Background: an optimization exercise with open tools, aiming at small area, a short achievable clock period and few clock cycles. Do not read the settings as production practice.
Only simulation tests tie the RTL to the original design; equivalence was not proved.
No activity file was given, so power comes from the tool's default toggle rates.

`flow/constraint.sdc`:
```
create_clock -name core_clock -period 17.0 [get_ports {clk}]
set_input_delay 3.4000 -clock core_clock [delete_from_list [all_inputs] [get_ports {clk}]]
set_output_delay 3.4000 -clock core_clock [all_outputs]
set_load 0.01 [all_outputs]
```
`flow/run.sh`:
```
#!/bin/bash
# synth_recipe.tcl (not shown) runs the flow's synth.tcl, then flattens the netlist and writes it again
# the make line also repeats each setting of config.mk as NAME=value (left out here)
make -C /OpenROAD-flow-scripts/flow DESIGN_CONFIG=/design/flow/config.mk WORK_HOME=/design/flow/orfs CLKGATE_MAP_FILE= SYNTH_SCRIPT=/design/flow/synth_recipe.tcl finish
```
`flow/config.mk`:
```
export PLATFORM = sky130hd
export DESIGN_NAME = prng_sampler
export DESIGN_NICKNAME = prng_sampler
export VERILOG_FILES = /design/flow/design.v
export SDC_FILE = /design/flow/constraint.sdc
export NUM_CORES = 4
export LEC_CHECK = 0
export CAP_MARGIN = 20
export CORE_MARGIN = 2
export CORE_UTILIZATION = 40
export PLACE_DENSITY = 0.6
export SLEW_MARGIN = 20
```
`flow/design.v`:
```
module prng_sampler (
    input  wire        clk,
    input  wire        rst,           
    input  wire        cmd_valid,
    output wire        cmd_ready,
    input  wire [2:0]  cmd_op,
    input  wire [1:0]  cmd_gen,
    input  wire [31:0] cmd_a,
    input  wire [31:0] cmd_b,
    output reg         rsp_valid,
    output reg  [31:0] rsp_data,
    output reg  [1:0]  rsp_status
);
    localparam K = 2;                       
    localparam OP_SET = 3'd0, OP_GET = 3'd1, OP_NEXT = 3'd2, OP_UNIFORM = 3'd3;
    localparam G_XS = 2'd0, G_MINSTD = 2'd1, G_MARS = 2'd2, G_SHIFT = 2'd3;
    localparam ST_OK = 2'd0, ST_PARAM = 2'd1, ST_BAD = 2'd2;
    localparam M_NONE = 2'd0, M_DIV = 2'd1, M_CHK = 2'd2;
    reg [31:0] xs_state, minstd_state, mars_state;
    reg [4:0]  sh_a, sh_b, sh_c;
    reg        vld_r;
    reg [2:0]  op_r;
    reg [1:0]  gen_r;
    reg [31:0] a_r, b_r;
    reg [1:0]  mode;
    reg        phase_t;      
    reg [1:0]  g;
    reg [31:0] lower;
    reg [31:0] rem;
    reg [31:0] dv;           
    reg [31:0] d0;           
    reg [4:0]  s0;           
    reg [5:0]  rs;           
    reg        qf;           
    reg        pv, padd;
    reg [1:0]  pst;
    wire ex = vld_r && (mode == M_NONE);
    assign cmd_ready = !vld_r || (mode == M_NONE);
    function [31:0] xs_step(input [31:0] s_in, input [4:0] a, input [4:0] b, input [4:0] c);
        reg [31:0] s;
        begin
            s = s_in;
            s = s ^ (s << a);
            s = s ^ (s >> b);
            s = s ^ (s << c);
            xs_step = s;
        end
    endfunction
    function [30:0] rl(input [30:0] x, input integer k);
        rl = (x << k) | (x >> (31 - k));
    endfunction
    function [61:0] csa(input [30:0] a, input [30:0] b, input [30:0] c);
        reg [30:0] s, m;
        begin
            s = a ^ b ^ c;
            m = (a & b) | (a & c) | (b & c);
            csa = {s, m[29:0], m[30]};
        end
    endfunction
    function [30:0] addm(input [30:0] a, input [30:0] b);
        reg [31:0] s0, s1;
        reg [30:0] t;
        begin
            s0 = {1'b0, a} + {1'b0, b};
            s1 = {1'b0, a} + {1'b0, b} + 32'd1;
            t  = s0[31] ? s1[30:0] : s0[30:0];
            addm = (&t) ? 31'd0 : t;
        end
    endfunction
    function [31:0] minstd_step(input [31:0] x);
        reg [30:0] xl, t0, t1, t2, t3, t4, t5, t6;
        reg [61:0] c0, c1, c2, c3, c4;
        begin
            xl = x[30:0];
            t0 = rl(xl, 16);
            t1 = ~rl(xl, 14);
            t2 = ~rl(xl, 10);
            t3 = rl(xl, 7);
            t4 = rl(xl, 4);
            t5 = ~xl;
            t6 = x[31] ? 31'd48271 : 31'd0;
            c0 = csa(t0, t1, t2);
            c1 = csa(t3, t4, t5);
            c2 = csa(c0[61:31], c0[30:0], c1[61:31]);
            c3 = csa(c1[30:0], t6, c2[61:31]);
            c4 = csa(c2[30:0], c3[61:31], c3[30:0]);
            minstd_step = {1'b0, addm(c4[61:31], c4[30:0])};
        end
    endfunction
    function [31:0] mars_step(input [31:0] x);
        reg [30:0] xl, t0, t1, t2, t3, t4, t5, t6, t7;
        reg [61:0] c0, c1, c2, c3, c4, c5;
        begin
            xl = x[30:0];
            t0 = rl(xl, 16);
            t1 = rl(xl, 12);
            t2 = ~rl(xl, 9);
            t3 = ~rl(xl, 6);
            t4 = rl(xl, 4);
            t5 = ~rl(xl, 2);
            t6 = xl;
            t7 = x[31] ? 31'd431506 : 31'd362437;
            c0 = csa(t0, t1, t2);
            c1 = csa(t3, t4, t5);
            c2 = csa(t6, t7, c0[61:31]);
            c3 = csa(c0[30:0], c1[61:31], c1[30:0]);
            c4 = csa(c2[61:31], c2[30:0], c3[61:31]);
            c5 = csa(c3[30:0], c4[61:31], c4[30:0]);
            mars_step = {1'b0, addm(c5[61:31], c5[30:0])};
        end
    endfunction
    wire [31:0] xs_nx     = xs_step(xs_state, sh_a, sh_b, sh_c);
    wire [31:0] minstd_nx = minstd_step(minstd_state);
    wire [31:0] mars_nx   = mars_step(mars_state);
    wire [31:0] shift_word = {11'd0, sh_c, 3'd0, sh_b, 3'd0, sh_a};
    wire [32:0] diff   = {1'b0, b_r} - {1'b0, a_r};
    wire [31:0] range  = diff[31:0];
    wire        a_gt_b = diff[32];
    wire        r_zero = (range == 32'd0);
    wire is_set  = (op_r == OP_SET);
    wire is_get  = (op_r == OP_GET);
    wire is_next = (op_r == OP_NEXT) && (gen_r != G_SHIFT);
    wire is_uni  = (op_r == OP_UNIFORM) && (gen_r != G_SHIFT);
    wire uni_go  = is_uni && !a_gt_b && !r_zero;
    reg [31:0] nrm;
    reg [4:0]  nsh;
    always @(*) begin
        nrm = range;
        nsh = 5'd0;
        if (nrm[31:16] == 16'd0) begin nrm = nrm << 16; nsh[4] = 1'b1; end
        if (nrm[31:24] == 8'd0)  begin nrm = nrm << 8;  nsh[3] = 1'b1; end
        if (nrm[31:28] == 4'd0)  begin nrm = nrm << 4;  nsh[2] = 1'b1; end
        if (nrm[31:30] == 2'd0)  begin nrm = nrm << 2;  nsh[1] = 1'b1; end
        if (nrm[31] == 1'b0)     begin nrm = nrm << 1;  nsh[0] = 1'b1; end
    end
    reg [31:0] rq [0:K];
    reg        sub_any;
    integer i;
    always @(*) begin
        rq[0] = rem;
        sub_any = 1'b0;
        for (i = 0; i < K; i = i + 1) begin
            if ((rs > i) && (rq[i] >= (dv >> i))) begin
                rq[i+1] = rq[i] - (dv >> i);
                sub_any = 1'b1;
            end else begin
                rq[i+1] = rq[i];
            end
        end
    end
    wire div_last = (rs <= K);
    wire qf_nx    = qf | sub_any;
    reg [31:0] g_state, g_nx;
    always @(*) begin
        case (g)
            G_XS:     begin g_state = xs_state;     g_nx = xs_nx;     end
            G_MINSTD: begin g_state = minstd_state; g_nx = minstd_nx; end
            default:  begin g_state = mars_state;   g_nx = mars_nx;   end
        endcase
    end
    reg [31:0] e_state, e_nx;
    always @(*) begin
        case (gen_r)
            G_XS:     begin e_state = xs_state;     e_nx = xs_nx;     end
            G_MINSTD: begin e_state = minstd_state; e_nx = minstd_nx; end
            G_MARS:   begin e_state = mars_state;   e_nx = mars_nx;   end
            default:  begin e_state = shift_word;   e_nx = mars_nx;   end
        endcase
    end
    wire chk_acc = (g_state > rem) || (d0 == 32'h8000_0000);
    wire ex_draw  = ex && (is_next || uni_go);
    wire chk_draw = (mode == M_CHK) && !chk_acc;
    wire draw_xs  = (ex_draw && gen_r == G_XS)     || (chk_draw && g == G_XS);
    wire draw_ms  = (ex_draw && gen_r == G_MINSTD) || (chk_draw && g == G_MINSTD);
    wire draw_mr  = (ex_draw && gen_r == G_MARS)   || (chk_draw && g == G_MARS);
    wire ex_set   = ex && is_set;
    always @(posedge clk) begin
        if (cmd_ready) begin
            op_r  <= cmd_op;
            gen_r <= cmd_gen;
            a_r   <= cmd_a;
            b_r   <= cmd_b;
        end
        rsp_data   <= rem + (padd ? lower : 32'd0);
        rsp_status <= pst;
        if (rst) begin
            xs_state     <= 32'd0;
            minstd_state <= 32'd0;
            mars_state   <= 32'd0;
            sh_a         <= 5'd1;
            sh_b         <= 5'd3;
            sh_c         <= 5'd10;
            vld_r        <= 1'b0;
            mode         <= M_NONE;
            pv           <= 1'b0;
            rsp_valid    <= 1'b0;
        end else begin
            rsp_valid <= pv;
            pv        <= 1'b0;
            if (cmd_ready) vld_r <= cmd_valid;
            if (draw_xs)                               xs_state <= xs_nx;
            else if (ex_set && gen_r == G_XS)          xs_state <= a_r;
            if (draw_ms)                               minstd_state <= minstd_nx;
            else if (ex_set && gen_r == G_MINSTD)      minstd_state <= a_r;
            if (draw_mr)                               mars_state <= mars_nx;
            else if (ex_set && gen_r == G_MARS)        mars_state <= a_r;
            if (ex_set && gen_r == G_SHIFT) begin
                sh_a <= a_r[4:0];
                sh_b <= a_r[12:8];
                sh_c <= a_r[20:16];
            end
            if (ex) begin
                pst  <= ST_OK;
                padd <= 1'b0;
                pv   <= 1'b1;
                rem  <= 32'd0;
                case (op_r)
                OP_SET: ;
                OP_GET:  rem <= e_state;
                OP_NEXT: begin
                    if (gen_r == G_SHIFT) pst <= ST_BAD;
                    else rem <= e_nx;
                end
                OP_UNIFORM: begin
                    if (gen_r == G_SHIFT) pst <= ST_BAD;
                    else if (a_gt_b) pst <= ST_PARAM;
                    else if (r_zero) rem <= a_r;
                    else begin
                        pv      <= 1'b0;
                        rem     <= e_nx;
                        lower   <= a_r;
                        g       <= gen_r;
                        dv      <= nrm;
                        d0      <= nrm;
                        s0      <= nsh;
                        rs      <= {1'b0, nsh} + 6'd1;
                        qf      <= 1'b0;
                        phase_t <= 1'b0;
                        mode    <= M_DIV;
                    end
                end
                default: pst <= ST_BAD;
                endcase
            end else if (mode == M_DIV) begin
                rem <= rq[K];
                dv  <= dv >> K;
                rs  <= rs - K;
                qf  <= qf_nx;
                if (div_last) begin
                    if (phase_t) begin
                        mode <= M_CHK;
                    end else if (qf_nx) begin
                        mode <= M_NONE;
                        pv   <= 1'b1;
                        padd <= 1'b1;
                        pst  <= ST_OK;
                    end else begin
                        rem     <= ~d0;
                        dv      <= d0;
                        rs      <= {1'b0, s0} + 6'd1;
                        phase_t <= 1'b1;
                    end
                end
            end else if (mode == M_CHK) begin
                if (chk_acc) begin
                    rem  <= g_state;
                    mode <= M_NONE;
                    pv   <= 1'b1;
                    padd <= 1'b1;
                    pst  <= ST_OK;
                end else begin
                    rem     <= g_nx;
                    dv      <= d0;
                    rs      <= {1'b0, s0} + 6'd1;
                    qf      <= 1'b0;
                    phase_t <= 1'b0;
                    mode    <= M_DIV;
                end
            end
        end
    end
endmodule
```
==> results.py, run 1 <==
metrics = {
    "synthesis": {
        "synth_area_um2": 49900,
        "synth_commonest_cells": "626 x inv_1, 541 x nand2_1, 526 x nor2_1",
        "synth-warning-count": 2,
        "synth_top_area_cell": "edfxtp_1",
        "yosysUniqueCellTypes": 96,
        "synth.top_cell.area_share_pct": 12.9,
        "synth.most_common_cell": "inv_1",
        "syn_avg_cell_area_um2": 8.19,
        "seq_area_frac_synth_pct": 18.9,
        "syn_inst": 6098,
        "synth_edf_count": 215,
        "synth_ff_type": "edfxtp_1",
        "synth.area.top_cells": "edfxtp_1 13%, fa_1 12%, ha_1 6.7%",
        "ys_seq_elements": 365,
        "async_reset_ff_share_pct": 0,
        "synth_nets": 6741,
    },
    "global_routing": {
        "grt_first_pass_wirelength_um": 337000,
        "grt_util_all_layers_pct": 36.0,
        "grt_max_degree": 72,
        "grt_pass1_vias": 46387,
        "overflow": 0,
        "antenna_found_initial": 13,
    },
    "setup_path": {
        "crit_buf_inv": 5,
        "worstPathArrival_ps": 11100,
        "critical-path-top-delay-family": "compound AO/OA/AOI/OAI gates",
        "required_ps": 17300,
        "crit_slowest_cell": "o41ai_1",
        "start_kind": "flop",
        "critPathMostFrequentCell": "a21oi_1",
        "worst-setup-path-type": "reg -> reg",
        "cp_num_cells": 36,
        "worst-r2r-cell-count": 36,
        "cp_max_fo": 56,
        "critical-path-max-stage-delay_ps": 690,
        "endpoint_kind": "flop",
    },
    "floorplanning": {
        "fp-row-count": 129,
        "die_width_um": 357,
        "fp.dieH_um": 357,
        "start_util_pct": 40.3,
        "pin_count": 108,
        "dieArea_um2": 128000,
        "coreArea_um2": 124000,
    },
    "sta": {
        "max-slew-margin-rel_pct": 15.4,
        "setup_viol": 0,
        "hold_ws_ps": 341,
        "drv_slew": 0,
        "fmax_ghz": 0.0926,
        "worst_pin_slew_ps": 1260,
        "final-hold-violation-count": 0,
        "finalCritPeriodShare_pct": 63.5,
        "worst_clock_skew_ps": 48.9,
        "setup_tns_ps": 0,
        "rsz0062_at_grt": "no",
        "min_period_ps": 10800,
    },
    "status": {
        "status": "no timing/DRC/antenna violations",
    },
    "routing": {
        "dr.pass1.iters": 22,
        "wl_um": 235000,
        "drcViolationCount": 0,
        "vias": 50193,
        "routed_via_density": 6.50,
        "final_antenna_net_count": 0,
        "drt_iter0_markers": 6742,
        "wl_per_cell_um": 30.5,
    },
    "power_and_ir_drop": {
        "power_frac_clock_pct": 20.3,
        "combPwrFrac_pct": 59.3,
        "ir_drop_mv": 0.0749,
        "power_density_nw_per_um2": 94.6,
        "p_leak_nw": 22.2,
        "swShare_pct": 49.9,
        "power.switching_mw": 2.57,
        "seq_power_share_pct": 20.4,
        "internal-power_mw": 2.58,
    },
    "cts": {
        "root_buffer": "clkbuf_16",
        "path_clk_slew_ps": 70,
        "cts_buffers": 45,
        "clkLatencyLatePin_ps": 640,
        "postCtsSetupRepairBufs": 0,
        "cts_sinks": 365,
        "htree_levels": 2,
        "hold_buffers": 0,
        "cts.path.max_buffers": 3,
        "tritoncts": "done",
        "cts_resized": 0,
    },
    "layout": {
        "drive_gt1_share_pct": 7.14,
        "multi_input_area_um2": 37000,
        "fin_nets": 6687,
        "seq_area_um2": 9460,
        "area_delta_synth_final_pct": 9.10,
        "fill_cells": 12313,
    },
    "placed_design": {
        "gp_congestion": 1.07,
        "place_hpwl_um": 185000,
        "io_buffers": 107,
    },
    "worst_hold_path": {
        "hp-class": "reg -> reg",
        "min_delay_path_depth": 0,
    },
    "flow_run": {
        "max-cap-violations": 0,
    },
}
[power groups by stage]
stage | Sequential, mW | Combinational, mW | Clock (mW)
4_1_cts | 1.05 | 2.92 | 1.05
2_1_floorplan | 1.04 | 1.86 | 0
6_report | 1.05 | 3.05 | 1.05
3_5_place_dp | 1.07 | 2.91 | 0
3_3_place_gp | 1.07 | 2.91 | 0
5_1_grt | 1.05 | 3.22 | 1.08
[kinds of logic after synthesis]
group	Yosys count	share of synthesized area (%)
compound gates	1638	22.1
xor+xnor	281	4.93
fa+ha+maj	571	18.9
buf+inv	968	7.42
flops	365	18.9
mux	353	9.20
simple gates	1922	18.5
[worst paths after layout]
| kind | slack, ps | startpoint | endpoint |
|---|---|---|---|
| setup / recovery | 6200 | rem[0] | rem[21] |
| hold / removal | 340 | pst[1] | rsp_status[1] |
| setup reg to reg | 6200 | rem[0] | rem[21] |
| hold reg to reg | 340 | pst[1] | rsp_status[1] |
[cells in the final DEF, fill, tap and decap left out, types with 184 or more instances in the layout]
cell type  instances
fa_1             304
mux2i_1          213
a21oi_1          377
nand2_1          541
inv_1            626
edfxtp_1         215
o21ai_0          280
nor2_1           523
ha_1             267
xnor2_1          184
[metal layers]
metal,routed length [um],share of wire [%],up-vias,track usage (%)
met2,98300,42,3093,52.3
met5,38,0.016,-,0
li1,-,-,21906,-
met4,15800,6.7,6,20.5
met1,96100,41,24596,49.3
met3,25200,11,592,8.04
[area by class of cell]
class	instances	area share [%]
tap	1637	3.76
multi-input combinational	4765	67.9
antenna	4	0.0184
clock buffer	57	2.40
inverter	635	4.38
clock inverter	27	0.492
sequential	365	17.4
timing repair buffer	232	3.72
[per-stage QoR]
step           cell area [um^2]  util [%]  total power, mW  worst slack, ps  cells
3_5_place_dp              52800      42.7             3.98             6470   7633
5_1_grt                   54500      44.0             5.35             5480   7720
6_report                  54500      44.0             5.15             6200   7722
3_3_place_gp              52800      42.7             3.98             6340   7633
2_1_floorplan             49900         -             2.91             7780   6098
4_1_cts                   54400      43.9             5.03             6390   7717
[worst reg2reg max path, delay by kind of cell (launching register included)]
| family | cells | cell delay, ps |
|---|---|---|
| AO/OA/AOI/OAI | 19 | 5810 |
| adder cells (fa/ha/maj) | 4 | 1280 |
| flip-flops | 1 | 510 |
| buffers and inverters | 5 | 1100 |
| AND/OR/NAND/NOR | 8 | 1770 |
Testbench counts, summed over its fixed seeds: cycles 34,719.
==> run 2: changes to the inputs <==
--- a/flow/design.v
+++ b/flow/design.v
@@ -13,3 +13,3 @@
 );
-    localparam K = 2;                       
+    parameter K = 3;                       
     localparam OP_SET = 3'd0, OP_GET = 3'd1, OP_NEXT = 3'd2, OP_UNIFORM = 3'd3;
@@ -69,5 +69,5 @@
     endfunction
-    function [31:0] minstd_step(input [31:0] x);
-        reg [30:0] xl, t0, t1, t2, t3, t4, t5, t6;
-        reg [61:0] c0, c1, c2, c3, c4;
+    function [31:0] lcg_step(input [31:0] x, input is_m);
+        reg [30:0] xl, t0, t1, t2, t3, t4, t5, t6, t7;
+        reg [61:0] c0, c1, c2, c3, c4, c5;
         begin
@@ -75,29 +75,9 @@
             t0 = rl(xl, 16);
-            t1 = ~rl(xl, 14);
-            t2 = ~rl(xl, 10);
-            t3 = rl(xl, 7);
-            t4 = rl(xl, 4);
-            t5 = ~xl;
-            t6 = x[31] ? 31'd48271 : 31'd0;
-            c0 = csa(t0, t1, t2);
-            c1 = csa(t3, t4, t5);
-            c2 = csa(c0[61:31], c0[30:0], c1[61:31]);
-            c3 = csa(c1[30:0], t6, c2[61:31]);
-            c4 = csa(c2[30:0], c3[61:31], c3[30:0]);
-            minstd_step = {1'b0, addm(c4[61:31], c4[30:0])};
-        end
-    endfunction
-    function [31:0] mars_step(input [31:0] x);
-        reg [30:0] xl, t0, t1, t2, t3, t4, t5, t6, t7;
-        reg [61:0] c0, c1, c2, c3, c4, c5;
-        begin
-            xl = x[30:0];
-            t0 = rl(xl, 16);
-            t1 = rl(xl, 12);
-            t2 = ~rl(xl, 9);
-            t3 = ~rl(xl, 6);
-            t4 = rl(xl, 4);
-            t5 = ~rl(xl, 2);
-            t6 = xl;
-            t7 = x[31] ? 31'd431506 : 31'd362437;
+            t1 = rl(xl, 4);
+            t2 = xl ^ {31{is_m}};
+            t3 = is_m ? ~rl(xl, 14) : rl(xl, 12);
+            t4 = is_m ? ~rl(xl, 10) : ~rl(xl, 9);
+            t5 = is_m ? rl(xl, 7) : ~rl(xl, 6);
+            t6 = is_m ? 31'd0 : ~rl(xl, 2);
+            t7 = is_m ? (x[31] ? 31'd48271 : 31'd0) : (x[31] ? 31'd431506 : 31'd362437);
             c0 = csa(t0, t1, t2);
@@ -108,3 +88,3 @@
             c5 = csa(c3[30:0], c4[61:31], c4[30:0]);
-            mars_step = {1'b0, addm(c5[61:31], c5[30:0])};
+            lcg_step = {1'b0, addm(c5[61:31], c5[30:0])};
         end
@@ -112,4 +92,6 @@
     wire [31:0] xs_nx     = xs_step(xs_state, sh_a, sh_b, sh_c);
-    wire [31:0] minstd_nx = minstd_step(minstd_state);
-    wire [31:0] mars_nx   = mars_step(mars_state);
+    wire [1:0]  dsel   = (mode == M_NONE) ? gen_r : g;
+    wire        sel_m  = (dsel == G_MINSTD);
+    wire [31:0] lcg_x  = sel_m ? minstd_state : mars_state;
+    wire [31:0] lcg_nx = lcg_step(lcg_x, sel_m);
     wire [31:0] shift_word = {11'd0, sh_c, 3'd0, sh_b, 3'd0, sh_a};
@@ -119,2 +101,4 @@
     wire        r_zero = (range == 32'd0);
+    wire [31:0] rm1    = b_r + ~a_r;                  
+    wire        pow2   = ((range & rm1) == 32'd0);    
     wire is_set  = (op_r == OP_SET);
@@ -152,25 +136,17 @@
     wire qf_nx    = qf | sub_any;
-    reg [31:0] g_state, g_nx;
+    reg [31:0] d_state;
     always @(*) begin
-        case (g)
-            G_XS:     begin g_state = xs_state;     g_nx = xs_nx;     end
-            G_MINSTD: begin g_state = minstd_state; g_nx = minstd_nx; end
-            default:  begin g_state = mars_state;   g_nx = mars_nx;   end
+        case (dsel)
+            G_XS:     d_state = xs_state;
+            G_MINSTD: d_state = minstd_state;
+            G_MARS:   d_state = mars_state;
+            default:  d_state = shift_word;
         endcase
     end
-    reg [31:0] e_state, e_nx;
-    always @(*) begin
-        case (gen_r)
-            G_XS:     begin e_state = xs_state;     e_nx = xs_nx;     end
-            G_MINSTD: begin e_state = minstd_state; e_nx = minstd_nx; end
-            G_MARS:   begin e_state = mars_state;   e_nx = mars_nx;   end
-            default:  begin e_state = shift_word;   e_nx = mars_nx;   end
-        endcase
-    end
-    wire chk_acc = (g_state > rem) || (d0 == 32'h8000_0000);
-    wire ex_draw  = ex && (is_next || uni_go);
-    wire chk_draw = (mode == M_CHK) && !chk_acc;
-    wire draw_xs  = (ex_draw && gen_r == G_XS)     || (chk_draw && g == G_XS);
-    wire draw_ms  = (ex_draw && gen_r == G_MINSTD) || (chk_draw && g == G_MINSTD);
-    wire draw_mr  = (ex_draw && gen_r == G_MARS)   || (chk_draw && g == G_MARS);
+    wire [31:0] d_nx = (dsel == G_XS) ? xs_nx : lcg_nx;
+    wire chk_acc = (d_state > rem) || (d0 == 32'h8000_0000);
+    wire any_draw = (ex && (is_next || uni_go)) || ((mode == M_CHK) && !chk_acc);
+    wire draw_xs  = any_draw && (dsel == G_XS);
+    wire draw_ms  = any_draw && (dsel == G_MINSTD);
+    wire draw_mr  = any_draw && (dsel == G_MARS);
     wire ex_set   = ex && is_set;
@@ -202,5 +178,5 @@
             else if (ex_set && gen_r == G_XS)          xs_state <= a_r;
-            if (draw_ms)                               minstd_state <= minstd_nx;
+            if (draw_ms)                               minstd_state <= lcg_nx;
             else if (ex_set && gen_r == G_MINSTD)      minstd_state <= a_r;
-            if (draw_mr)                               mars_state <= mars_nx;
+            if (draw_mr)                               mars_state <= lcg_nx;
             else if (ex_set && gen_r == G_MARS)        mars_state <= a_r;
@@ -218,6 +194,6 @@
                 OP_SET: ;
-                OP_GET:  rem <= e_state;
+                OP_GET:  rem <= d_state;
                 OP_NEXT: begin
                     if (gen_r == G_SHIFT) pst <= ST_BAD;
-                    else rem <= e_nx;
+                    else rem <= d_nx;
                 end
@@ -227,5 +203,9 @@
                     else if (r_zero) rem <= a_r;
-                    else begin
+                    else if (pow2) begin
+                        rem     <= d_nx & rm1;
+                        lower   <= a_r;
+                        padd    <= 1'b1;
+                    end else begin
                         pv      <= 1'b0;
-                        rem     <= e_nx;
+                        rem     <= d_nx;
                         lower   <= a_r;
@@ -265,3 +245,3 @@
                 if (chk_acc) begin
-                    rem  <= g_state;
+                    rem  <= d_state;
                     mode <= M_NONE;
@@ -271,3 +251,3 @@
                 end else begin
-                    rem     <= g_nx;
+                    rem     <= d_nx;
                     dv      <= d0;
==> results.py, run 2 <==
metrics = {
    "status": {
        "status": "no timing/DRC/antenna violations",
    },
    "routing": {
        "wl_um": 236000,
        "routed_via_density": 6.62,
        "wl_per_cell_um": 31.5,
        "drcViolationCount": 0,
        "dr.pass1.iters": 8,
        "final_antenna_net_count": 0,
        "drt_iter0_markers": 6564,
        "vias": 49449,
    },
    "floorplanning": {
        "dieArea_um2": 122000,
        "fp.dieH_um": 350,
        "pin_count": 108,
        "coreArea_um2": 118000,
        "start_util_pct": 40.4,
        "fp-row-count": 126,
        "die_width_um": 350,
    },
    "placed_design": {
        "place_hpwl_um": 189000,
        "gp_congestion": 1.05,
        "io_buffers": 107,
    },
    "worst_hold_path": {
        "hp-class": "reg -> reg",
        "hold_start": "pst[1]",
    },
    "cts": {
        "cts_buffers": 44,
        "path_clk_slew_ps": 60,
        "cts.path.max_buffers": 3,
        "cts_sinks": 365,
        "hold_buffers": 0,
        "cts_resized": 0,
        "htree_levels": 2,
        "postCtsSetupRepairBufs": 0,
        "root_buffer": "clkbuf_16",
        "tritoncts": "done",
        "clkLatencyLatePin_ps": 650,
    },
    "sta": {
        "setup_tns_ps": 0,
        "drv_slew": 0,
        "setup_viol": 0,
        "rsz0062_at_grt": "no",
        "worst_pin_slew_ps": 1220,
        "final-hold-violation-count": 0,
        "fmax_ghz": 0.0788,
        "hold_ws_ps": 350,
        "min_period_ps": 12690,
        "worst_clock_skew_ps": 40.4,
        "finalCritPeriodShare_pct": 74.6,
        "max-slew-margin-rel_pct": 18.1,
    },
    "synthesis": {
        "yosysUniqueCellTypes": 120,
        "ys_seq_elements": 365,
        "synth.most_common_cell": "nand2_1",
        "synth_commonest_cells": "652 x nand2_1, 504 x nor2_1, 419 x a21oi_1",
        "synth.area.top_cells": "edfxtp_1 14%, ha_1 6.8%, dfxtp_1 6.3%",
        "synth_ff_type": "edfxtp_1",
        "synth_top_area_cell": "edfxtp_1",
        "syn_avg_cell_area_um2": 7.99,
        "synth.top_cell.area_share_pct": 13.5,
        "async_reset_ff_share_pct": 0,
        "syn_inst": 5979,
        "synth_nets": 6457,
        "synth_area_um2": 47800,
        "seq_area_frac_synth_pct": 19.8,
        "synth-warning-count": 2,
        "synth_edf_count": 215,
    },
    "setup_path": {
        "crit_start": "rem[0]",
        "cp_max_fo": 58,
        "worstPathArrival_ps": 13070,
        "crit_slowest_cell": "nand2b_2",
        "start_kind": "flop",
        "worst-setup-path-type": "reg -> reg",
        "critical-path-max-stage-delay_ps": 700,
        "critical-path-top-delay-family": "compound AO/OA/AOI/OAI gates",
        "regToRegStartpoint": "rem[0]",
        "required_ps": 17380,
        "endpoint_kind": "flop",
        "crit_buf_inv": 7,
        "critPathMostFrequentCell": "buf_4",
    },
    "layout": {
        "area_delta_synth_final_pct": 8.61,
        "fill_cells": 11999,
        "drive_gt1_share_pct": 7.88,
        "final_common_cell": "nand2_1",
        "mostFrequentLayoutCells": "650 x nand2_1, 501 x nor2_1, 419 x a21oi_1",
        "fin_nets": 6372,
    },
    "power_and_ir_drop": {
        "ir_drop_mv": 0.311,
        "power_density_nw_per_um2": 246,
        "p_leak_nw": 20.8,
    },
    "flow_run": {
        "max-cap-violations": 0,
    },
    "global_routing": {
        "grt_util_all_layers_pct": 37.6,
        "overflow": 0,
        "grt_first_pass_wirelength_um": 337000,
        "grt_max_degree": 75,
        "antenna_found_initial": 15,
        "grt_pass1_vias": 46403,
    },
}
run 2: cell count changes in the layout (fill, tap and decap cells not counted), sizes merged, moves of 29 or more:
cell,previous run,this run
a21oi,381,422
a211oi,146,183
o21ai,287,397
fa,304,145
nand2,541,652
and3,57,93
a22oi,76,47
inv,631,370
o22ai,68,35
xnor2,186,228
run 2: power breakdown:
part	total, mW	switching [mW]	internal (mW)
combinational	10.5	7.03	3.46
sequential	1.24	0.118	1.13
clock	1.04	0.457	0.585
run 2: metrics by stage:
step                total power, mW  area, um^2  setup WS (ps)  instances  utilization, %
floorplan                      7.78       47800           6970       5979               -
global placement               11.4       50300           4620       7384            42.6
detailed placement             11.3       50300           4490       7384            42.6
CTS                            12.4       51900           4450       7466            43.9
global route                   13.5       51900           3440       7466            43.9
finish                         12.8       51900           4310       7474            43.9
run 2: per-layer routing:
| layer | share of wire, % | global-route usage (%) | routed length [um] | vias up |
|---|---|---|---|---|
| met1 | 40 | 48.4 | 93500 | 24026 |
| met2 | 44 | 58.3 | 103000 | 2950 |
| met4 | 7.2 | 22.6 | 17000 | 8 |
| li1 | - | - | - | 21811 |
| met3 | 9.4 | 7.26 | 22100 | 654 |
| met5 | 0.024 | 0 | 57 | - |
run 2: cell families after synthesis:
family	synth area share, %
adders and majority gates	13.0
muxes	9.73
buffers and inverters	5.99
AOI/OAI and AO/OA	25.3
and+or+nand+nor	19.8
DFF	19.8
xor gates and xnor gates	6.38
run 2: worst paths after layout:
path	depth (start not counted)	endpoint	slack, ps
worst min register to register	0	rsp_status[1]	350
worst max register to register	46	dv[16]	4310
worst max-delay path	46	dv[16]	4310
worst min-delay path	0	rsp_status[1]	350
run 2: area by class of cell:
type | count | area [um^2] | area share (%)
inverters | 362 | 1360 | 2.62
well taps | 1536 | 1920 | 3.70
diodes | 8 | 20.0 | 0.0386
repair buffers | 231 | 2000 | 3.85
multi-input cells | 4890 | 35600 | 68.6
clock buffers | 50 | 1130 | 2.19
flip-flops and latches | 365 | 9470 | 18.2
clock inverters | 32 | 405 | 0.781
Testbench counts of run 2, summed over its fixed seeds: cycles 21,957.
==> run 3: changes to the inputs <==
--- a/flow/design.v
+++ b/flow/design.v
@@ -9,7 +9,9 @@
     input  wire [31:0] cmd_b,
-    output reg         rsp_valid,
-    output reg  [31:0] rsp_data,
-    output reg  [1:0]  rsp_status
+    output wire        rsp_valid,
+    output wire [31:0] rsp_data,
+    output wire [1:0]  rsp_status
 );
-    parameter K = 3;                       
+    parameter K  = 3;                       
+    parameter KS = 4;                       
+    localparam NSC = 16 / KS;               
     localparam OP_SET = 3'd0, OP_GET = 3'd1, OP_NEXT = 3'd2, OP_UNIFORM = 3'd3;
@@ -34,2 +36,6 @@
     reg        qf;           
+    reg        sm;           
+    reg [7:0]  srem;         
+    reg [7:0]  srng;         
+    reg [9:0]  srng3;        
     reg        pv, padd;
@@ -37,2 +43,5 @@
     wire ex = vld_r && (mode == M_NONE);
+    assign rsp_valid  = pv;
+    assign rsp_status = pst;
+    assign rsp_data   = rem + (padd ? lower : 32'd0);
     assign cmd_ready = !vld_r || (mode == M_NONE);
@@ -134,4 +143,25 @@
     end
-    wire div_last = (rs <= K);
-    wire qf_nx    = qf | sub_any;
+    reg [9:0]  st [0:KS];
+    reg [7:0]  sr [0:KS];
+    reg [10:0] sd1, sd2, sd3;
+    reg        ssub_any;
+    integer j;
+    always @(*) begin
+        sr[0] = srem;
+        ssub_any = 1'b0;
+        for (j = 0; j < KS; j = j + 1) begin
+            st[j] = {sr[j], rem[31-2*j], rem[30-2*j]};
+            sd1 = {1'b0, st[j]} - {3'b0, srng};
+            sd2 = {1'b0, st[j]} - {2'b0, srng, 1'b0};
+            sd3 = {1'b0, st[j]} - {1'b0, srng3};
+            if (!sd3[10])      sr[j+1] = sd3[7:0];
+            else if (!sd2[10]) sr[j+1] = sd2[7:0];
+            else if (!sd1[10]) sr[j+1] = sd1[7:0];
+            else               sr[j+1] = st[j][7:0];
+            if (!sd1[10]) ssub_any = 1'b1;
+        end
+    end
+    wire small_rng = (range[31:8] == 24'd0);
+    wire div_last = sm ? (rs == 6'd1) : (rs <= K);
+    wire qf_nx    = qf | (sm ? ssub_any : sub_any);
     reg [31:0] d_state;
@@ -159,4 +189,2 @@
         end
-        rsp_data   <= rem + (padd ? lower : 32'd0);
-        rsp_status <= pst;
         if (rst) begin
@@ -171,5 +199,3 @@
             pv           <= 1'b0;
-            rsp_valid    <= 1'b0;
         end else begin
-            rsp_valid <= pv;
             pv        <= 1'b0;
@@ -215,3 +241,7 @@
                         s0      <= nsh;
-                        rs      <= {1'b0, nsh} + 6'd1;
+                        sm      <= small_rng;
+                        srng    <= range[7:0];
+                        srng3   <= {2'b0, range[7:0]} + {1'b0, range[7:0], 1'b0};
+                        srem    <= 8'd0;
+                        rs      <= small_rng ? NSC : {1'b0, nsh} + 6'd1;
                         qf      <= 1'b0;
@@ -224,5 +254,11 @@
             end else if (mode == M_DIV) begin
-                rem <= rq[K];
-                dv  <= dv >> K;
-                rs  <= rs - K;
+                if (sm) begin
+                    srem <= sr[KS];
+                    rs   <= rs - 6'd1;
+                    rem  <= div_last ? {24'd0, sr[KS]} : (rem << (2*KS));
+                end else begin
+                    rem <= rq[K];
+                    dv  <= dv >> K;
+                    rs  <= rs - K;
+                end
                 qf  <= qf_nx;
@@ -237,5 +273,6 @@
                     end else begin
-                        rem     <= ~d0;
+                        rem     <= sm ? 32'hFFFF_FFFF : ~d0;
                         dv      <= d0;
-                        rs      <= {1'b0, s0} + 6'd1;
+                        srem    <= 8'd0;
+                        rs      <= sm ? NSC : {1'b0, s0} + 6'd1;
                         phase_t <= 1'b1;
@@ -253,3 +290,4 @@
                     dv      <= d0;
-                    rs      <= {1'b0, s0} + 6'd1;
+                    srem    <= 8'd0;
+                    rs      <= sm ? NSC : {1'b0, s0} + 6'd1;
                     qf      <= 1'b0;
--- a/flow/config.mk
+++ b/flow/config.mk
@@ -7,6 +7,7 @@
 export LEC_CHECK = 0
-export CAP_MARGIN = 20
+export CAP_MARGIN = 10
 export CORE_MARGIN = 2
-export CORE_UTILIZATION = 40
+export CORE_UTILIZATION = 50
 export PLACE_DENSITY = 0.6
-export SLEW_MARGIN = 20
+export SETUP_SLACK_MARGIN = 5
+export SLEW_MARGIN = 10
==> results.py, run 3 <==
metrics = {
    "layout": {
        "fin_area_um2": 55200,
        "fill_cells": 9866,
        "final_common_cell": "nor2_1",
        "final_cells": 7815,
        "mostFrequentLayoutCells": "710 x nor2_1, 570 x a21oi_1, 531 x nand2_1",
        "seq_area_um2": 9540,
        "multi_input_area_um2": 39000,
        "fin_nets": 7007,
        "drive_gt1_share_pct": 6.46,
        "area_delta_synth_final_pct": 7.26,
    },
    "synthesis": {
        "synth_edf_count": 241,
        "synth-warning-count": 4,
        "yosys.area_share.adder_pct": 15.4,
        "synth_nets": 7131,
        "synthSimpleGateAreaFrac_pct": 18.2,
        "yosysUniqueCellTypes": 111,
        "synth_top_family_by_area": "compound AO/OA/AOI/OAI gates",
        "synth.top_cell.area_share_pct": 14.1,
        "seq_area_frac_synth_pct": 18.5,
        "synth_ff_type": "edfxtp_1",
        "syn_avg_cell_area_um2": 7.87,
        "syn_inst": 6531,
        "async_reset_ff_share_pct": 0,
        "ys_seq_elements": 356,
        "synth.most_common_cell": "nor2_1",
        "synth_commonest_cells": "717 x nor2_1, 576 x a21oi_1, 534 x nand2_1",
        "synth-xor-area-share_pct": 6.90,
        "synth-compound-area-share_pct": 26.3,
        "synth_area_um2": 51400,
        "synth_top_area_cell": "edfxtp_1",
        "synth.mux.area_fraction_pct": 8.58,
        "synth.area.top_cells": "edfxtp_1 14%, ha_1 8.9%, fa_1 6.4%",
    },
    "global_routing": {
        "overflow": 0,
        "grt_util_all_layers_pct": 43.0,
        "grt_first_pass_wirelength_um": 339000,
        "antenna_found_initial": 12,
        "grt_pass1_vias": 49259,
        "grt_max_degree": 84,
    },
    "sta": {
        "max-slew-margin-rel_pct": 15.0,
        "fmax_ghz": 0.0868,
        "worst_pin_slew_ps": 1260,
        "rsz0062_at_grt": "no",
        "drv_slew": 0,
        "setup_tns_ps": 0,
        "min_period_ps": 11530,
        "final-hold-violation-count": 0,
        "worst_clock_skew_ps": 33.3,
        "finalCritPeriodShare_pct": 67.8,
        "setup_viol": 0,
    },
    "power_and_ir_drop": {
        "ir_drop_mv": 0.445,
        "report.power.total_mw": 13.5,
        "p_leak_nw": 22.2,
        "power_density_nw_per_um2": 245,
    },
    "cts": {
        "cts_buffers": 42,
        "hold_buffers": 0,
        "cts.path.max_buffers": 3,
        "root_buffer": "clkbuf_16",
        "path_clk_slew_ps": 70,
        "cts_sinks": 356,
        "htree_levels": 2,
        "clkLatencyLatePin_ps": 630,
        "tritoncts": "done",
    },
    "worst_hold_path": {
        "min_delay_path_depth": 0,
        "hold_start": "a_r[22]",
        "hp-class": "reg -> reg",
        "holdPathEnd": "lower[22]",
    },
    "setup_path": {
        "regToRegStartpoint": "mode[0]",
        "critical-path-max-stage-delay_ps": 780,
        "endpoint_kind": "flop",
        "worst-setup-path-type": "reg -> reg",
        "timing.rr.end": "rem[15]",
        "required_ps": 17350,
        "start_kind": "flop",
        "critPathMostFrequentCell": "fa_1",
        "crit_slowest_cell": "or4_1",
        "cp_max_fo": 76,
        "reg2reg_slack_ps": 5470,
        "worst-r2r-cell-count": 34,
        "worstPathArrival_ps": 11880,
    },
    "floorplanning": {
        "coreArea_um2": 102000,
        "start_util_pct": 50.5,
        "fp-row-count": 117,
        "fp.dieH_um": 325,
        "dieArea_um2": 105000,
        "die_width_um": 325,
        "pin_count": 108,
    },
    "routing": {
        "drt_iter0_markers": 7364,
        "vias": 53544,
        "wl_per_cell_um": 30.2,
        "routed_via_density": 6.85,
        "drcViolationCount": 0,
        "dr.pass1.iters": 11,
        "wl_um": 236000,
        "final_antenna_net_count": 0,
    },
    "flow_run": {
        "max-cap-violations": 0,
    },
    "placed_design": {
        "io_buffers": 107,
        "dp.cells": 7719,
        "place_area_um2": 53500,
        "gp_congestion": 1.06,
        "place_hpwl_um": 185000,
    },
    "status": {
        "status": "no timing/DRC/antenna violations",
    },
}
-- run 3: cell count changes after synthesis, moves of 41 or more --
cell	before	now
o21ai_0	367	414
and3_1	93	45
ha_1	261	364
nand2_1	652	534
inv_1	358	399
a21oi_1	419	576
nor2_1	504	717
mux2i_1	192	239
-- run 3: where the power goes --
group	internal [mW]	switching [mW]	total, mW
combinational	3.86	7.48	11.3
sequential	1.07	0.152	1.22
clock	0.517	0.432	0.950
-- run 3: how the worst max path moves through the flow --
| stage | to | cells past startpoint | start |
|---|---|---|---|
| CTS | rem[24] | 46 | srng3[0] |
| finish | rem[15] | 34 | mode[0] |
| global route | rem[24] | 47 | srng[6] |
| detailed placement | rem[2] | 44 | rem[0] |
| global placement | rem[24] | 44 | rem[0] |
| floorplan | rem[16] | 48 | rem[0] |
-- run 3: final cells by class --
| class | count | area share [%] |
|---|---|---|
| antenna | 7 | 0.0318 |
| sequential | 356 | 17.3 |
| clock inverter | 27 | 0.488 |
| tap | 1368 | 3.10 |
| multi-input combinational | 5381 | 70.8 |
| inverter | 414 | 2.83 |
| timing repair buffer | 212 | 3.47 |
| clock buffer | 50 | 2.00 |
-- run 3: metrics by stage --
stage	setup slack, ps	hold slack [ps]	utilization (%)
final	5470	511	54.1
after detailed placement	4360	530	52.5
after global placement	4480	548	52.5
after floorplan	6370	424	-
after global routing	5030	538	54.1
after CTS	4990	510	53.9
-- run 3: worst max-delay path: cells and delay by family (launching register included) --
| kind | cells | cell delay (ps) |
|---|---|---|
| AOI/OAI and AO/OA | 8 | 1950 |
| xor gates and xnor gates | 2 | 440 |
| adders and majority gates | 6 | 2790 |
| buffers and inverters | 6 | 1480 |
| DFF | 1 | 410 |
| muxes | 1 | 260 |
| and+or+nand+nor | 11 | 3870 |
-- run 3: cells by family after synthesis --
kind of cell	count (synthesis)
AO/OA/AOI/OAI	2068
AND/OR/NAND/NOR	2013
buffers and inverters	794
adder cells (fa/ha/maj)	537
XOR/XNOR	402
multiplexers	361
flip-flops	356
-- run 3: per-layer routing --
layer  part of all wire, %  global-route usage (%)
met5                 0.020                       0
met2                    43                    65.5
met1                    38                    54.1
met3                    11                    10.7
met4                   8.3                    27.9
-- run 3: timing repair --
| action | 4_1_cts | 5_1_grt |
|---|---|---|
| endpoints found under the setup margin | 72 | 145 |
| setup buffers | 0 | 11 |
| gates resized for setup | 10 | 43 |
| pin swaps | 0 | 4 |
Testbench counts of run 3, summed over its fixed seeds: cycles 14,988.
==> run 4: changes to the inputs <==
--- a/flow/config.mk
+++ b/flow/config.mk
@@ -7,7 +7,7 @@
 export LEC_CHECK = 0
-export CAP_MARGIN = 10
+export CAP_MARGIN = 20
 export CORE_MARGIN = 2
-export CORE_UTILIZATION = 50
+export CORE_UTILIZATION = 40
 export PLACE_DENSITY = 0.6
 export SETUP_SLACK_MARGIN = 5
-export SLEW_MARGIN = 10
+export SLEW_MARGIN = 20
==> results.py, run 4 <==
metrics = {
    "status": {
        "status": "no timing/DRC/antenna violations",
    },
    "floorplanning": {
        "fp-row-count": 131,
        "coreArea_um2": 128000,
        "die_width_um": 363,
        "fp.dieH_um": 363,
        "start_util_pct": 40.3,
        "dieArea_um2": 131000,
        "pin_count": 108,
    },
    "routing": {
        "dr.pass1.iters": 7,
        "wl_per_cell_um": 29.5,
        "wl_um": 240000,
        "final_antenna_net_count": 0,
        "vias": 53210,
        "drt_iter0_markers": 7230,
        "routed_via_density": 6.55,
        "drcViolationCount": 0,
    },
    "layout": {
        "final_common_cell": "nor2_1",
        "fill_cells": 12946,
        "drive_gt1_share_pct": 6.81,
        "area_delta_synth_final_pct": 8.47,
        "mostFrequentLayoutCells": "710 x nor2_1, 570 x a21oi_1, 531 x nand2_1",
        "fin_nets": 7022,
    },
    "sta": {
        "setup_slack_ps": 5400,
        "rsz0062_at_grt": "yes",
        "finalCritPeriodShare_pct": 68.2,
        "setup_tns_ps": 0,
        "setup_viol": 0,
        "drv_slew": 0,
        "max-slew-margin-rel_pct": 20.0,
        "min_period_ps": 11600,
        "worst_pin_slew_ps": 1190,
        "final-hold-violation-count": 0,
        "fmax_ghz": 0.0862,
        "worst_clock_skew_ps": 43.9,
    },
    "synthesis": {
        "syn_avg_cell_area_um2": 7.87,
        "synth_top_area_cell": "edfxtp_1",
        "yosysUniqueCellTypes": 111,
        "ys_seq_elements": 356,
        "synth.top_cell.area_share_pct": 14.1,
        "synth_commonest_cells": "717 x nor2_1, 576 x a21oi_1, 534 x nand2_1",
        "seq_area_frac_synth_pct": 18.5,
        "synth_ff_type": "edfxtp_1",
        "synth.area.top_cells": "edfxtp_1 14%, ha_1 8.9%, fa_1 6.4%",
        "synth.most_common_cell": "nor2_1",
        "synth_area_um2": 51400,
        "synth-warning-count": 4,
        "synth_edf_count": 241,
        "synth_nets": 7131,
        "syn_inst": 6531,
        "async_reset_ff_share_pct": 0,
    },
    "setup_path": {
        "cp_max_fo": 41,
        "crit_start": "mode[0]",
        "required_ps": 17350,
        "start_kind": "flop",
        "endpoint_kind": "flop",
        "crit_path_end": "rem[27]",
        "worst-r2r-cell-count": 33,
        "crit_slowest_cell": "o311ai_0",
        "timing.rr.end": "rem[27]",
        "worstPathArrival_ps": 11950,
        "critical-path-max-stage-delay_ps": 720,
        "reg2reg_slack_ps": 5400,
        "regToRegStartpoint": "mode[0]",
        "worst-setup-path-type": "reg -> reg",
    },
    "cts": {
        "clkLatencyLatePin_ps": 640,
        "path_clk_slew_ps": 70,
        "cts_sinks": 356,
        "cts.path.max_buffers": 3,
        "cts_buffers": 45,
        "root_buffer": "clkbuf_16",
        "htree_levels": 2,
        "tritoncts": "done",
    },
    "global_routing": {
        "overflow": 0,
        "antenna_found_initial": 7,
        "grt_pass1_vias": 49695,
        "grt_first_pass_wirelength_um": 345000,
        "grt_max_degree": 74,
        "grt_util_all_layers_pct": 35.3,
    },
    "placed_design": {
        "gp_congestion": 1.07,
        "io_buffers": 107,
        "place_hpwl_um": 190000,
        "pre_cts_ws_ps": 3970,
    },
    "power_and_ir_drop": {
        "power_density_nw_per_um2": 244,
        "power_frac_clock_pct": 7.6,
        "p_leak_nw": 22.3,
        "ir_drop_mv": 0.366,
        "report.power.total_mw": 13.6,
        "combPwrFrac_pct": 83.4,
        "power.switching_mw": 8.10,
        "seq_power_share_pct": 9.0,
        "swShare_pct": 59.5,
        "internal-power_mw": 5.51,
    },
    "worst_hold_path": {
        "hold_start": "sh_a[1]",
        "hp-class": "reg -> reg",
    },
    "flow_run": {
        "max-cap-violations": 0,
    },
}
[run 4: cell types whose count changed in the layout (fill, tap and decap cells not counted), sizes merged]
| cell | change |
|---|---|
| clkinv | +2 |
| buf | +11 |
| clkbuf | +2 |
| inv | +4 |
| clkinvlp | -3 |
| a31oi | +1 |
| diode | -4 |
| bufinv | +2 |
[run 4: through the flow]
stage / instances / hold WS (ps) / utilization, % / cell area (um^2)
4_1_cts: 8104 / 484 / 43.5 / 55500
2_1_floorplan: 6531 / 424 / - / 51400
3_5_place_dp: 8017 / 467 / 42.2 / 53900
3_3_place_gp: 8017 / 462 / 42.2 / 53900
6_report: 8124 / 481 / 43.7 / 55800
5_1_grt: 8122 / 498 / 43.7 / 55800
[run 4: kinds of logic after synthesis]
logic type	Yosys count	synth area share [%]
mux	361	8.58
simple gates	2013	18.2
flops	356	18.5
buf+inv	794	6.04
fa+ha+maj	537	15.4
xor+xnor	402	6.90
compound gates	2068	26.3
[run 4: worst min path at each step]
stage	to	slack, ps	cells past startpoint
after floorplan	g[0]	420	0
after global placement	sh_a[1]	460	2
after detailed placement	sh_a[1]	470	2
after CTS	sh_a[1]	480	2
after global routing	sh_a[1]	500	2
final	sh_a[1]	480	2
[run 4: critical path: cells and delay by family, from the launching register on]
kind	cells	cell delay, ps
fa+ha+maj	5	2140
xor+xnor	1	480
mux	2	670
flops	1	420
simple gates	11	3050
compound gates	9	3040
buf+inv	5	1500
[run 4: power by group through the flow]
stage                     registers (mW)  logic [mW]  clock network, mW
after floorplan                     1.14        7.09                  0
after global placement              1.23        10.7                  0
after CTS                           1.22        10.8               1.04
after detailed placement            1.24        10.7                  0
final                               1.22        11.4               1.04
after global routing                1.21        12.0               1.07
[run 4: what timing repair did]
item | in CTS | in global routing
gates cloned | 1 | 0
setup buffers | 2 | 17
gates resized for setup | 17 | 31
endpoints found under the setup margin | 85 | 100
hold buffers | 0 | 0
pin swaps | 1 | 6
[run 4: area by class of cell]
type / instances / area (um^2) / area share [%]
clock inverter: 32 / 335 / 0.601
timing repair buffer: 223 / 1980 / 3.55
multi-input combinational: 5382 / 39100 / 70.1
tap: 1662 / 2080 / 3.73
inverter: 414 / 1560 / 2.79
sequential: 356 / 9540 / 17.1
clock buffer: 52 / 1200 / 2.16
antenna: 3 / 7.51 / 0.0135
[run 4: routing by layer]
| metal | global-route usage (%) | vias to the layer above | wire length [um] | share of wire, % |
|---|---|---|---|---|
| met5 | 0 | - | 34 | 0.014 |
| met1 | 44.7 | 25575 | 93200 | 39 |
| li1 | - | 23694 | - | - |
| met2 | 54.9 | 3172 | 105000 | 44 |
| met3 | 7.38 | 763 | 23900 | 10 |
| met4 | 21.5 | 6 | 18200 | 7.6 |
==> run 5: changes to the inputs <==
--- a/flow/design.v
+++ b/flow/design.v
@@ -176,3 +176,3 @@
     wire [31:0] d_nx = (dsel == G_XS) ? xs_nx : lcg_nx;
-    wire chk_acc = (d_state > rem) || (d0 == 32'h8000_0000);
+    wire chk_acc = !(rem >= dv);
     wire any_draw = (ex && (is_next || uni_go)) || ((mode == M_CHK) && !chk_acc);
@@ -266,2 +266,3 @@
                     if (phase_t) begin
+                        dv   <= d_state;
                         mode <= M_CHK;
==> results.py, run 5 <==
metrics = {
    "status": {
        "status": "no timing/DRC/antenna violations",
    },
    "routing": {
        "drcViolationCount": 0,
        "routed_via_density": 6.53,
        "final_antenna_net_count": 0,
        "wl_per_cell_um": 30.1,
        "dr.pass1.iters": 8,
        "drt_iter0_markers": 6929,
        "wl_um": 247000,
        "vias": 53623,
    },
    "cts": {
        "cts_buffers": 45,
        "cts_sinks": 356,
        "cts.path.max_buffers": 3,
        "path_clk_slew_ps": 60,
        "tritoncts": "done",
        "htree_levels": 2,
        "root_buffer": "clkbuf_16",
        "hold_buffers": 0,
        "clkLatencyLatePin_ps": 680,
    },
    "sta": {
        "worst_pin_slew_ps": 1210,
        "finalCritPeriodShare_pct": 68.0,
        "drv_slew": 0,
        "setup_tns_ps": 0,
        "final-hold-violation-count": 0,
        "rsz0062_at_grt": "no",
        "min_period_ps": 11560,
        "worst_clock_skew_ps": 71.2,
        "max-slew-margin-rel_pct": 18.5,
        "setup_viol": 0,
        "fmax_ghz": 0.0865,
    },
    "synthesis": {
        "seq_area_frac_synth_pct": 18.4,
        "async_reset_ff_share_pct": 0,
        "synth.area.top_cells": "edfxtp_1 14%, ha_1 8.1%, fa_1 6.4%",
        "ys_seq_elements": 356,
        "syn_inst": 6514,
        "synth_top_area_cell": "edfxtp_1",
        "synth_commonest_cells": "697 x nand2_1, 514 x a21oi_1, 507 x nor2_1",
        "synth-warning-count": 4,
        "synth_ff_type": "edfxtp_1",
        "yosysUniqueCellTypes": 113,
        "syn_avg_cell_area_um2": 7.96,
        "synth.most_common_cell": "nand2_1",
        "synth.top_cell.area_share_pct": 14.0,
        "synth_area_um2": 51900,
        "synth_nets": 7088,
        "synth_edf_count": 241,
    },
    "setup_path": {
        "critical-path-top-delay-family": "simple AND/OR/NAND/NOR gates",
        "crit_buf_inv": 5,
        "critPathMostFrequentCell": "fa_1",
        "required_ps": 17370,
        "crit_slowest_cell": "buf_4",
        "worst-setup-path-type": "reg -> reg",
        "worstPathArrival_ps": 11930,
        "cp_max_fo": 63,
        "critical-path-max-stage-delay_ps": 650,
        "endpoint_kind": "flop",
        "start_kind": "flop",
    },
    "floorplanning": {
        "fp.dieH_um": 364,
        "start_util_pct": 40.1,
        "dieArea_um2": 133000,
        "coreArea_um2": 129000,
        "die_width_um": 364,
        "fp-row-count": 132,
        "pin_count": 108,
    },
    "global_routing": {
        "grt.busiest_layer": "met2",
        "grt_first_pass_wirelength_um": 352000,
        "use_met3_pct": 7.67,
        "overflow": 0,
        "antenna_found_initial": 8,
        "grtUsageMet2_pct": 56.2,
        "grt_util_all_layers_pct": 36.0,
        "use_met1_pct": 45.2,
        "grt_pass1_vias": 50309,
        "grt_max_degree": 68,
    },
    "worst_hold_path": {
        "hp-class": "reg -> reg",
    },
    "layout": {
        "mostFrequentLayoutCells": "692 x nand2_1, 509 x a21oi_1, 496 x nor2_1",
        "final_cells": 8216,
        "final_common_cell": "nand2_1",
        "fin_nets": 7004,
        "area_delta_synth_final_pct": 9.02,
        "drive_gt1_share_pct": 8.51,
        "final_util_pct": 43.8,
    },
    "placed_design": {
        "gp_congestion": 1.05,
        "dp.cells": 8107,
        "place_hpwl_um": 194000,
        "io_buffers": 107,
    },
    "flow_run": {
        "max-cap-violations": 0,
    },
    "power_and_ir_drop": {
        "ir_drop_mv": 0.303,
        "p_leak_nw": 22.4,
        "power_density_nw_per_um2": 195,
    },
}
==> run 5: cell types whose count changed in the layout (fill, tap and decap cells not counted), sizes merged, moves of 26 or more <==
| cell | previous run | this run |
|---|---|---|
| nand3 | 112 | 138 |
| and3 | 45 | 77 |
| nand2 | 534 | 697 |
| o211ai | 60 | 99 |
| nor2 | 717 | 508 |
| ha | 364 | 336 |
| mux2 | 65 | 112 |
| a21oi | 576 | 516 |
==> run 5: final cells by class <==
| cell class | instances | area [um^2] |
|---|---|---|
| fill | 13249 | 72600 |
| inverter | 412 | 1550 |
| antenna | 8 | 20.0 |
| multi-input combinational | 5378 | 39600 |
| sequential | 356 | 9540 |
| timing repair buffer | 237 | 2120 |
| clock buffer | 63 | 1300 |
| tap | 1742 | 2180 |
| clock inverter | 20 | 186 |
==> run 5: power by group <==
| group | internal (mW) | leakage (nW) | switching, mW |
|---|---|---|---|
| logic | 2.98 | 18.4 | 5.89 |
| registers | 1.02 | 3.24 | 0.122 |
| clock network | 0.543 | 0.733 | 0.439 |
| total | 4.55 | 22.4 | 6.46 |
==> run 5: per-stage QoR <==
stage / setup WS [ps] / area (um^2) / hold slack [ps] / power (mW)
after global placement: 4090 / 54600 / 532 / 9.56
final: 5440 / 56500 / 562 / 11.0
after floorplan: 6330 / 51900 / 424 / 6.53
after global routing: 4960 / 56500 / 562 / 11.6
after detailed placement: 3950 / 54600 / 537 / 9.58
after CTS: 5000 / 56200 / 546 / 10.6
==> run 5: tightest hold or removal path, delay by kind of cell, from the launching register on <==
kind / cells / cell delay, ps
DFF: 1 / 350
and+or+nand+nor: 1 / 80
AOI/OAI and AO/OA: 1 / 80
==> run 5: worst paths after layout <==
path / startpoint / endpoint / cells after the start / slack [ps]
setup / recovery: mode[0] / rem[0] / 32 / 5440
hold / removal: mars_state[13] / mars_state[13] / 2 / 560
setup reg to reg: mode[0] / rem[0] / 32 / 5440
hold reg to reg: mars_state[13] / mars_state[13] / 2 / 560
==> run 5: what timing repair did <==
action | in CTS | in global routing
cloned | 0 | 1
gates resized for setup | 18 | 53
pin swaps | 1 | 8
buffers inserted | 2 | 15
setup endpoints to repair | 84 | 120
==> run 5: cells by family after synthesis <==
logic type	after synthesis	share of synthesized area, %
AOI/OAI and AO/OA	2058	26.5
xor gates and xnor gates	381	6.44
adders and majority gates	508	14.6
DFF	356	18.4
buffers and inverters	780	5.89
muxes	403	9.65
and+or+nand+nor	2028	18.5
==> run 5: layer usage <==
metal,wire (um),vias up
li1,-,23895
met1,95500,25926
met2,109000,3036
met3,23800,758
met4,18800,8
met5,56,-
Testbench counts of run 5, summed over its fixed seeds: cycles 14,988.
==> run 6: changes to the inputs <==
--- a/flow/design.v
+++ b/flow/design.v
@@ -69,3 +69,3 @@
     function [30:0] addm(input [30:0] a, input [30:0] b);
-        reg [31:0] s0, s1;
+        reg [31:0] s0;
         reg [30:0] t;
@@ -73,4 +73,3 @@
             s0 = {1'b0, a} + {1'b0, b};
-            s1 = {1'b0, a} + {1'b0, b} + 32'd1;
-            t  = s0[31] ? s1[30:0] : s0[30:0];
+            t  = s0[30:0] + {30'd0, s0[31]};
             addm = (&t) ? 31'd0 : t;
@@ -110,4 +109,8 @@
     wire        r_zero = (range == 32'd0);
-    wire [31:0] rm1    = b_r + ~a_r;                  
-    wire        pow2   = ((range & rm1) == 32'd0);    
+    wire [31:0] sm1 = range | (range >> 1);
+    wire [31:0] sm2 = sm1 | (sm1 >> 2);
+    wire [31:0] sm3 = sm2 | (sm2 >> 4);
+    wire [31:0] sm4 = sm3 | (sm3 >> 8);
+    wire [31:0] rm1 = (sm4 | (sm4 >> 16)) >> 1;
+    wire        pow2 = ((range & rm1) == 32'd0);      
     wire is_set  = (op_r == OP_SET);
@@ -176,3 +179,3 @@
     wire [31:0] d_nx = (dsel == G_XS) ? xs_nx : lcg_nx;
-    wire chk_acc = !(rem >= dv);
+    wire chk_acc = (d_state > rem) || (d0 == 32'h8000_0000);
     wire any_draw = (ex && (is_next || uni_go)) || ((mode == M_CHK) && !chk_acc);
@@ -266,3 +269,2 @@
                     if (phase_t) begin
-                        dv   <= d_state;
                         mode <= M_CHK;
==> results.py, run 6 <==
metrics = {
    "status": {
        "status": "no timing/DRC/antenna violations",
    },
    "cts": {
        "cts.path.max_buffers": 3,
        "htree_levels": 2,
        "clkLatencyLatePin_ps": 680,
        "tritoncts": "done",
        "path_clk_slew_ps": 60,
        "cts_sinks": 356,
        "cts_buffers": 47,
        "root_buffer": "clkbuf_16",
        "hold_buffers": 0,
    },
    "routing": {
        "drt_iter0_markers": 7489,
        "drcViolationCount": 0,
        "vias": 53358,
        "dr.pass1.iters": 9,
        "final_antenna_net_count": 0,
        "wl_per_cell_um": 29.9,
        "routed_via_density": 6.66,
        "wl_um": 239000,
    },
    "floorplanning": {
        "pin_count": 108,
        "fp-row-count": 131,
        "die_width_um": 362,
        "dieArea_um2": 131000,
        "start_util_pct": 40.2,
        "fp.dieH_um": 362,
        "coreArea_um2": 127000,
    },
    "synthesis": {
        "seq_area_frac_synth_pct": 18.6,
        "yosysUniqueCellTypes": 119,
        "synth_nets": 6971,
        "synth_area_um2": 51200,
        "syn_inst": 6360,
        "synth_edf_count": 241,
        "syn_avg_cell_area_um2": 8.05,
        "synth-warning-count": 4,
        "ys_seq_elements": 356,
        "synth.area.top_cells": "edfxtp_1 14%, ha_1 8.7%, fa_1 7.2%",
        "async_reset_ff_share_pct": 0,
        "synth_commonest_cells": "674 x nand2_1, 560 x nor2_1, 423 x inv_1",
        "synth.most_common_cell": "nand2_1",
        "synth_top_area_cell": "edfxtp_1",
        "synth.top_cell.area_share_pct": 14.1,
        "synth_ff_type": "edfxtp_1",
    },
    "power_and_ir_drop": {
        "seq_power_share_pct": 13.7,
        "p_leak_nw": 22.9,
        "power_frac_clock_pct": 13.8,
        "power_density_nw_per_um2": 140,
        "power.switching_mw": 4.25,
        "combPwrFrac_pct": 72.5,
        "swShare_pct": 54.1,
        "internal-power_mw": 3.62,
        "ir_drop_mv": 0.182,
    },
    "sta": {
        "max-slew-margin-rel_pct": 18.5,
        "setup_viol": 0,
        "worst_pin_slew_ps": 1210,
        "worst_clock_skew_ps": 88.1,
        "final-hold-violation-count": 0,
        "drv_slew": 0,
        "fmax_ghz": 0.0856,
        "rsz0062_at_grt": "yes",
        "setup_tns_ps": 0,
        "finalCritPeriodShare_pct": 68.7,
        "min_period_ps": 11680,
    },
    "layout": {
        "final_cells": 8011,
        "mostFrequentLayoutCells": "671 x nand2_1, 553 x nor2_1, 420 x inv_1",
        "drive_gt1_share_pct": 8.13,
        "final_util_pct": 44.0,
        "final_common_cell": "nand2_1",
        "area_delta_synth_final_pct": 9.44,
        "fin_nets": 6922,
    },
    "flow_run": {
        "max-cap-violations": 0,
    },
    "setup_path": {
        "worst-r2r-cell-count": 42,
        "regToRegStartpoint": "mode[0]",
        "worst-setup-path-type": "reg -> reg",
        "crit_slowest_cell": "xor2_1",
        "critPathMostFrequentCell": "nand2_1",
        "crit_start": "mode[0]",
        "required_ps": 17360,
        "cp_max_fo": 55,
        "start_kind": "flop",
        "worstPathArrival_ps": 12040,
        "reg2reg_slack_ps": 5320,
        "crit_path_end": "rem[14]",
        "timing.rr.end": "rem[14]",
        "endpoint_kind": "flop",
        "critical-path-max-stage-delay_ps": 750,
    },
    "global_routing": {
        "grt_util_all_layers_pct": 35.2,
        "grt_pass1_vias": 49861,
        "overflow": 0,
        "antenna_found_initial": 7,
        "grt_first_pass_wirelength_um": 343000,
        "grt_max_degree": 85,
    },
    "placed_design": {
        "io_buffers": 107,
        "gp_congestion": 1.06,
        "dp.cells": 7911,
        "place_hpwl_um": 189000,
    },
    "worst_hold_path": {
        "hp-class": "reg -> reg",
    },
}
-- run 6: cell count changes after synthesis, moves of 23 or more --
cell / delta
a211oi_1: +63
a21oi_1: -106
a22oi_1: +28
mux2_2: -32
nand2_1: -23
nor2_1: +53
o211ai_1: -29
o21a_1: -33
o21ai_0: -68
o221ai_1: -24
or3_1: +26
xnor2_1: -37
xor2_1: -33
-- run 6: critical path, delay by kind of cell (launching register included) --
kind	cells	cell delay (ps)
buf+inv	6	1210
fa+ha+maj	6	2650
simple gates	16	2980
compound gates	12	2920
flops	1	470
xor+xnor	1	750
mux	1	230
-- run 6: logic make-up after synthesis --
| family | Yosys count | share of synthesized area [%] |
|---|---|---|
| XOR/XNOR | 314 | 5.43 |
| flip-flops | 356 | 18.6 |
| buffers and inverters | 764 | 5.86 |
| AND/OR/NAND/NOR | 2111 | 19.7 |
| AO/OA/AOI/OAI | 1920 | 25.7 |
| adder cells (fa/ha/maj) | 539 | 15.9 |
| multiplexers | 356 | 8.80 |
-- run 6: worst min path at each step --
stage | start | end | slack [ps] | cells past startpoint
6_report | minstd_state[26] | minstd_state[26] | 530 | 2
5_1_grt | minstd_state[26] | minstd_state[26] | 560 | 2
4_1_cts | minstd_state[26] | minstd_state[26] | 510 | 2
3_5_place_dp | minstd_state[26] | minstd_state[26] | 500 | 2
3_3_place_gp | minstd_state[26] | minstd_state[26] | 490 | 2
2_1_floorplan | gen_r[1] | g[1] | 420 | 0
-- run 6: per-layer routing --
metal / up-vias / track usage, % / share of wire (%)
li1: 23421 / - / -
met5: - / 0 / 0.027
met1: 25729 / 45.6 / 39
met4: 6 / 19.6 / 7.0
met3: 792 / 7.41 / 11
met2: 3410 / 54.4 / 43
-- run 6: power by group through the flow --
stage | Clock [mW] | Sequential, mW | Combinational [mW]
2_1_floorplan | 0 | 1.06 | 3.53
3_3_place_gp | 0 | 1.09 | 5.42
3_5_place_dp | 0 | 1.09 | 5.42
4_1_cts | 1.08 | 1.07 | 5.47
5_1_grt | 1.11 | 1.07 | 6.05
6_report | 1.09 | 1.08 | 5.71
-- run 6: cell type report --
cell class                      instances  area, um^2
Antenna cell                            3        7.51
Clock buffer                           58        1310
Multi-Input combinational cell       5241       39000
Inverter                              429        1620
Tap cell                             1662        2080
Sequential cell                       356        9550
Timing Repair Buffer                  236        2150
Clock inverter                         26         332
Fill cell                           12846       71200
-- run 6: per-stage QoR --
step           instance area, um^2  power, mW  hold slack [ps]  setup slack [ps]
2_1_floorplan                51200       4.59              424              5720
3_3_place_gp                 53900       6.51              491              3840
3_5_place_dp                 54000       6.51              496              3710
4_1_cts                      55700       7.63              512              5020
5_1_grt                      56000       8.24              556              4940
6_report                     56000       7.87              526              5320
-- run 6: timing repair --
item,CTS,global route
pin swaps,1,3
setup buffers,2,8
gates cloned,1,1
hold endpoints to repair,0,0
setup endpoints to repair,121,120
gates resized for setup,18,47
Testbench counts of run 6, summed over its fixed seeds: cycles 14,988.

afterwards: timing with drivers on the ports:
The results above use ideal ports. As a check the final layouts listed here were re-extracted and re-timed, cells and wires unchanged. Step 1 assumes that a clkbuf_16 drives the clock port and a buf_2 every other input. Step 2 also shifts input and output timing later by t, the mid clock arrival at the registers, as if the neighbouring blocks saw the same clock. a / b / c = no drivers / after step 1 / after step 2; a / b = the first two.
| run | t (ns) | slack for setup (ns) | worst slew at a driven data input, ns |
|---|---|---|---|
| run 1 | 0.681 | 6.200 / 6.200 / 6.200 | 0.07 |
| run 2 | 0.712 | 4.312 / 4.312 / 4.312 | 0.06 |
| run 3 | 0.697 | 5.475 / 5.475 / 5.475 | 0.05 |
| run 4 | 0.706 | 5.400 / 5.400 / 5.400 | 0.07 |
| run 5 | 0.719 | 5.444 / 5.444 / 5.444 | 0.05 |
| run 6 | 0.722 | 5.318 / 5.318 / 5.318 | 0.06 |
After both steps setup and hold are still met in every run listed.
